Background: an optimization exercise with open tools, aiming at small area, a short achievable clock period and few clock cycles per item. Do not read the settings as production practice.
Power figures rest on the tool's default switching activity, not on a simulated workload.

==> run Y <==
## harp_clockdec
module harp_clockdec (
    input  wire        clk,
    input  wire        rst,               
    input  wire [23:0] cfg_sample_rate,   
    input  wire [15:0] cfg_baud,          
    input  wire        in_valid,
    output wire        in_ready,
    input  wire [31:0] in_time,           
    input  wire        in_state,          
    output wire        out_valid,
    output wire [31:0] out_local,         
    output wire [31:0] out_value,         
    output wire [1:0]  out_status         
);
    wire [23:0] sr   = cfg_sample_rate;
    wire [15:0] baud = cfg_baud;
    reg [8:0]  G;
    reg [4:0]  u;
    reg        rdy;
    reg        r0_v;
    reg [32:0] r0_d;         
    reg        r0_hp;        
    reg        r0_lvl;       
    assign in_ready = rdy;
    wire accept = in_valid && rdy;
    reg        have_prev;
    reg [31:0] prev_time;
    reg        prev_state;
    reg        in_range;
    wire [32:0] d_pos = r0_d;
  ...
Settings: LEC_CHECK=0, ABC_CLOCK_PERIOD_IN_PS=4000, CAP_MARGIN=20, CORE_MARGIN=2, CORE_UTILIZATION=40, SETUP_SLACK_MARGIN=5.0, SLEW_MARGIN=20; clock period 10.0 ns.
run.sh (not shown) runs the stock make flow with config.mk's settings and CLKGATE_MAP_FILE= SYNTH_SCRIPT=/design/flow/synth_recipe.tcl, a recipe that flattens the netlist after the stock synthesis.
==> inputs of run M, as changes to run Y <==
--- a/flow/design.v
+++ b/flow/design.v
@@ -10,26 +10,29 @@
     output wire        out_valid,
     output wire [31:0] out_local,         
     output wire [31:0] out_value,         
     output wire [1:0]  out_status         
 );
-    wire [23:0] sr   = cfg_sample_rate;
-    wire [15:0] baud = cfg_baud;
+    reg  [23:0] sr;
+    reg  [15:0] baud;
+    always @(posedge clk) begin
+        sr   <= cfg_sample_rate;
+        baud <= cfg_baud;
+    end
     reg [8:0]  G;
     reg [4:0]  u;
     reg        rdy;
     reg        r0_v;
-    reg [32:0] r0_d;         
-    reg        r0_hp;        
-    reg        r0_lvl;       
+    reg [31:0] r0_t;
+    reg        r0_s;
     assign in_ready = rdy;
     wire accept = in_valid && rdy;
     reg        have_prev;
     reg [31:0] prev_time;
     reg        prev_state;
     reg        in_range;
-    wire [32:0] d_pos = r0_d;
+    wire [32:0] d_pos = {1'b0, r0_t} - {1'b0, prev_time};
     wire        neg   = d_pos[32];
     wire        boundary = !neg && ((|d_pos[31:23]) || (d_pos[22:0] > {1'b0, sr[23:1]}));
     wire [22:0] m      = d_pos[22:0] ^ {23{neg}};
     wire [31:0] m_ext  = {m, 9'd0} >> u;
     reg  [22:0] hi_mask;
@@ -52,51 +55,46 @@
     reg        r2_rnd;       
     reg [2:0]  r2_tx;
     reg [22:0] r2_m;         
     wire [31:0] r2_time = {r2_tx, r2_rnd, r2_ip, r2_m};
     localparam [2:0] E_IDLE = 3'd0, E_INIT = 3'd1, E_DIV = 3'd2, E_RUN = 3'd3,
-                     E_EVAL = 3'd4, E_READY = 3'd5, E_ZERO = 3'd6;
+                     E_EVAL = 3'd4, E_READY = 3'd5;
     reg [2:0]  e_st;
     reg [26:0] acc;
     reg        e_sat;        
     reg [5:0]  e_n;          
-    reg [5:0]  lo, hi, ej;   
-    reg        n_bit;        
+    reg [5:0]  lo, hi;
+    wire [6:0] ej_sum = {1'b0, lo} + {1'b0, hi} + 7'd1;
+    wire [5:0] ej     = ej_sum[6:1];           
     wire       stall = r2_iv && r2_slow && (e_st != E_READY);
     wire       adv   = !stall;
     wire [6:0]  nj    = {ej, 1'b0} - 7'd1;                  
     wire        t_bit = r2_m[22];
-    wire [5:0]  e_n1  = e_n - 6'd1;
-    wire        n_nxt = (e_st == E_RUN && e_n1 < 6'd7) ? nj[e_n1[2:0]] : 1'b0;
+    wire        n_bit = (e_n < 6'd7) ? nj[e_n[2:0]] : 1'b0;
     reg  [26:0] e_a;
-    reg         e_bs, e_ba;   
-    reg         e_z;          
+    reg         e_b;
     always @(*) begin
-        e_ba = 1'b0;
         case (e_st)
-            E_INIT:  begin e_a = {11'd0, baud}; e_bs = 1'b1; end
-            E_DIV:   begin e_a = {26'd0, t_bit}; e_bs = !acc[26]; e_ba = acc[26]; end
+            E_INIT:  begin e_a = {11'd0, baud};                       e_b = 1'b1;  end
+            E_DIV:   begin e_a = {26'd0, t_bit};                      e_b = 1'b1;  end
             default: begin
-                e_a = (r2_neg && e_z) ? (t_bit ? {9'd0, baud, 2'b0} : {10'd0, baud, 1'b0})
-                                      : (t_bit ? {10'd0, baud, 1'b0} : 27'd0);
-                e_bs = n_bit;
+                e_a = (r2_neg && e_n == 6'd0) ? (t_bit ? {9'd0, baud, 2'b0} : {10'd0, baud, 1'b0})
+                                             : (t_bit ? {10'd0, baud, 1'b0} : 27'd0);
+                e_b = n_bit;
             end
         endcase
     end
     wire [26:0] acc2  = (e_st == E_INIT) ? 27'd0 : {acc[25:0], 1'b0};
-    wire [26:0] e_b   = e_bs ? ~{3'd0, sr} : e_ba ? {3'd0, sr} : 27'd0;
-    wire [26:0] e_sum = acc2 + e_a + e_b + {26'd0, e_bs};
+    wire [26:0] e_sum = acc2 + e_a - (e_b ? {3'd0, sr} : 27'd0);
     wire        e_neg = e_sum[26];
     wire        e_big = (e_sum[26:24] != 3'b000) && (e_sum[26:24] != 3'b111);
     wire        a_zero = (acc == 27'd0);
     wire        e_ge   = (!acc[26] && !a_zero) || (a_zero && !ej[0]);
     wire [5:0]  lo_n   = e_ge ? ej : lo;
     wire [5:0]  hi_n   = e_ge ? hi : ej - 6'd1;
-    wire [6:0]  mid_n  = {1'b0, lo_n} + {1'b0, hi_n} + 7'd1;
     wire [5:0]  lo_0   = r2_neg ? 6'd0 : r2_ovf ? 6'd16 : {1'b0, r2_ip};
     wire [5:0]  hi_0   = r2_neg ? 6'd1 : r2_ovf ? 6'd39 : {1'b0, r2_ip} + 6'd1;
-    wire [6:0]  mid_0  = {1'b0, lo_0} + {1'b0, hi_0} + 7'd1;
     wire        e_done_now = (e_st == E_EVAL) && (lo_n == hi_n);
     reg [5:0]  bc_len;       
     reg        bc_fault;
     reg [31:0] bc_val;       
     wire [5:0]  k_w      = r2_slow ? lo : {1'b0, r2_ip};
@@ -121,11 +119,11 @@
     assign out_valid  = r2_bnd && r2_cls;
     assign out_local  = bc_local;
     assign out_status = bc_fault ? 2'd1 : (bc_len != 6'd39) ? 2'd2 : 2'd0;
     assign out_value  = (!bc_fault && bc_len == 6'd39) ? bc_val : 32'd0;
     wire c0       = r0_v && adv;                   
-    wire s0_tok   = c0 && r0_hp;
+    wire s0_tok   = c0 && have_prev;
     wire s0_bnd   = s0_tok && boundary;
     wire s0_cls   = s0_bnd && in_range;
     wire stall_n  = (adv ? s1_slow : (r2_iv && r2_slow)) &&
                     !((e_st == E_READY && !adv) || e_done_now);
     always @(posedge clk) begin
@@ -142,29 +140,26 @@
         end else begin
             if (accept)
                 r0_v <= 1'b1;
             else if (c0)
                 r0_v <= 1'b0;
-            if (accept)
+            if (c0) begin
                 have_prev <= 1'b1;
-            if (s0_bnd)
-                in_range <= 1'b1;
+                if (have_prev && boundary)
+                    in_range <= 1'b1;
+            end
             if (adv) begin
                 r1_iv  <= s0_tok && !boundary;
                 r1_bnd <= s0_bnd;
                 r2_iv  <= r1_iv;
                 r2_bnd <= r1_bnd;
             end
-            rdy  <= !(e_st == E_INIT || e_st == E_ZERO || (e_st == E_DIV && !G[7])) && !stall_n;
+            rdy  <= !(e_st == E_INIT || (e_st == E_DIV && !G[7])) && !stall_n;
             case (e_st)
                 E_INIT: begin
-                    e_st <= e_neg ? E_DIV : E_ZERO;
-                    e_n  <= 6'd16;
-                end
-                E_ZERO: begin
                     e_st <= E_DIV;
-                    e_n  <= 6'd0;
+                    e_n  <= e_neg ? 6'd16 : 6'd0;
                 end
                 E_DIV: begin
                     e_n <= e_n + 6'd1;
                     G   <= {G[7:0], !e_neg};
                     if (G[7]) begin
@@ -194,44 +189,39 @@
             endcase
         end
     end
     always @(posedge clk) begin
         if (accept) begin
-            r0_d       <= {1'b0, in_time} - {1'b0, prev_time};
-            r0_hp      <= have_prev;
-            r0_lvl     <= prev_state;
-            prev_time  <= in_time;
-            prev_state <= in_state;
+            r0_t <= in_time;
+            r0_s <= in_state;
+        end
+        if (c0) begin
+            prev_time  <= r0_t;
+            prev_state <= r0_s;
         end
         if (adv) begin
             r1_cls <= s0_cls;
             r1_neg <= neg;
             r1_ovf <= s0_ovf;
-            r1_m   <= boundary ? prev_time[22:0]  : m;
-            r1_msh <= boundary ? prev_time[31:23] : m_ext[8:0];
-            r1_lvl <= r0_lvl;
+            r1_m   <= boundary ? r0_t[22:0]  : m;
+            r1_msh <= boundary ? r0_t[31:23] : m_ext[8:0];
+            r1_lvl <= prev_state;
             r2_cls  <= r1_cls; r2_neg <= r1_neg; r2_ovf <= r1_ovf; r2_lvl <= r1_lvl;
             r2_slow <= s1_slow;
             r2_tx   <= r1_msh[8:6];
             r2_rnd  <= r1_bnd ? r1_msh[5]   : y_f[12];
             r2_ip   <= r1_bnd ? r1_msh[4:0] : y_ip;
         end
         if (r2_bnd)
             bc_local <= r2_time;
-        n_bit <= n_nxt;
-        e_z   <= (e_st == E_RUN) && (e_n == 6'd1);
         case (e_st)
             E_INIT: begin
-                acc  <= e_sum;
-                r2_m <= 23'd0;
-            end
-            E_ZERO: begin
-                acc  <= 27'd0;
-                r2_m <= {baud, 7'd0};
+                acc  <= e_neg ? {11'd0, baud} : 27'd0;
+                r2_m <= e_neg ? 23'd0 : {baud, 7'd0};
             end
             E_DIV: begin
-                acc  <= e_sum;
+                acc  <= e_neg ? {acc[25:0], t_bit} : e_sum;
                 r2_m <= {r2_m[21:0], 1'b0};
             end
             E_RUN: begin
                 if (!e_sat)
                     acc <= e_sum;
@@ -241,18 +231,16 @@
             E_EVAL: begin
                 acc   <= 27'd0;
                 e_sat <= 1'b0;
                 lo    <= lo_n;
                 hi    <= hi_n;
-                ej    <= mid_n[6:1];
             end
             default: begin
                 acc   <= 27'd0;
                 e_sat <= 1'b0;
                 lo    <= lo_0;
                 hi    <= hi_0;
-                ej    <= mid_0[6:1];
                 if (adv)
                     r2_m <= r1_m;
             end
         endcase
         if (r2_bnd)
Settings changed: ABC_CLOCK_PERIOD_IN_PS 4000 to 5000, SETUP_SLACK_MARGIN 5.0 to 4.5.
==> comparison table <==
Outcome: run M no timing/DRC/antenna violations; run Y no timing/DRC/antenna violations
Cells after DPL: run M 3208; run Y 3058
Switching share of total power: run M 37.49%; run Y 40.29%
Sequential cell area fraction in the yosys report: run M 38.52%; run Y 38.26%
Share of the clock period used by the worst path after layout: run M 63.89%; run Y 51.10%
Number of synthesized register bits: run M 321; run Y 291
Routed via count: run M 19143; run Y 17807
DIE AREA: run M 59820 um^2; run Y 56770 um^2
Sequential share of power: run M 30.4%; run Y 28.2%
Distinct cells, synth: run M 90; run Y 76
Worst setup path class: run M reg -> reg; run Y in -> reg
Num sequential: run M 321; run Y 291
Final Cell Area: run M 28130 um^2; run Y 26510 um^2
Cell leakage power: run M 11.32 nW; run Y 10.78 nW
Gp weighted congestion: run M 0.9032; run Y 0.9499
Depth of the most critical reg-to-reg path: run M 31; run Y 19
Area used by multi-input combinational logic: run M 13700 um^2; run Y 13220 um^2
Proportion of power drawn by the clock network: run M 24.6%; run Y 20.5%
Number of synthesized flops with an enable pin: run M 249; run Y 257
Count of non-CTS buffers in the layout: run M 259; run Y 222
Vias per cell: run M 5.677; run Y 5.605
Combined global-route utilization of all metal layers: run M 22.72%; run Y 22.04%
Worst IR Drop VDD: run M 0.0001447 V; run Y 0.0001481 V
Antenna Diode Count: run M 0; run Y 1
Xor/xnor cell area share of the yosys netlist: run M 5.583%; run Y 5.307%
Detailed router's first-iteration violation count: run M 1210; run Y 1311
Core occupancy in the finished layout: run M 48.94%; run Y 49.06%
Function was not checked in any run of this note: the RTL went through the layout flow alone.

separate check: timing with driven ports:
Ports are ideal in the flow. The routed layouts listed here were re-timed in OpenROAD. Step 1, drivers: a clkbuf_16 drives clk and a buf_2 each remaining input, both assumed. Step 2 also shifts input and output timing later by t, the mid clock arrival at the registers, as if the neighbouring blocks saw the same clock. Three values: no drivers, after step 1, after step 2; two values: the first two.
run	shift t [ns]	slack for setup (ns)	worst setup path after step 2	slew at the worst register clock pin (ns)
run Y	0.605	4.890 / 4.886 / 4.281	input to register	0.06 / 0.06
run M	0.613	3.611 / 3.611 / 3.611	register to register	0.07 / 0.07
After both steps setup and hold are still met in every run listed. The setup slack of run Y, which loses most, moves by -0.004 ns with the drivers and by -0.609 ns with both steps.
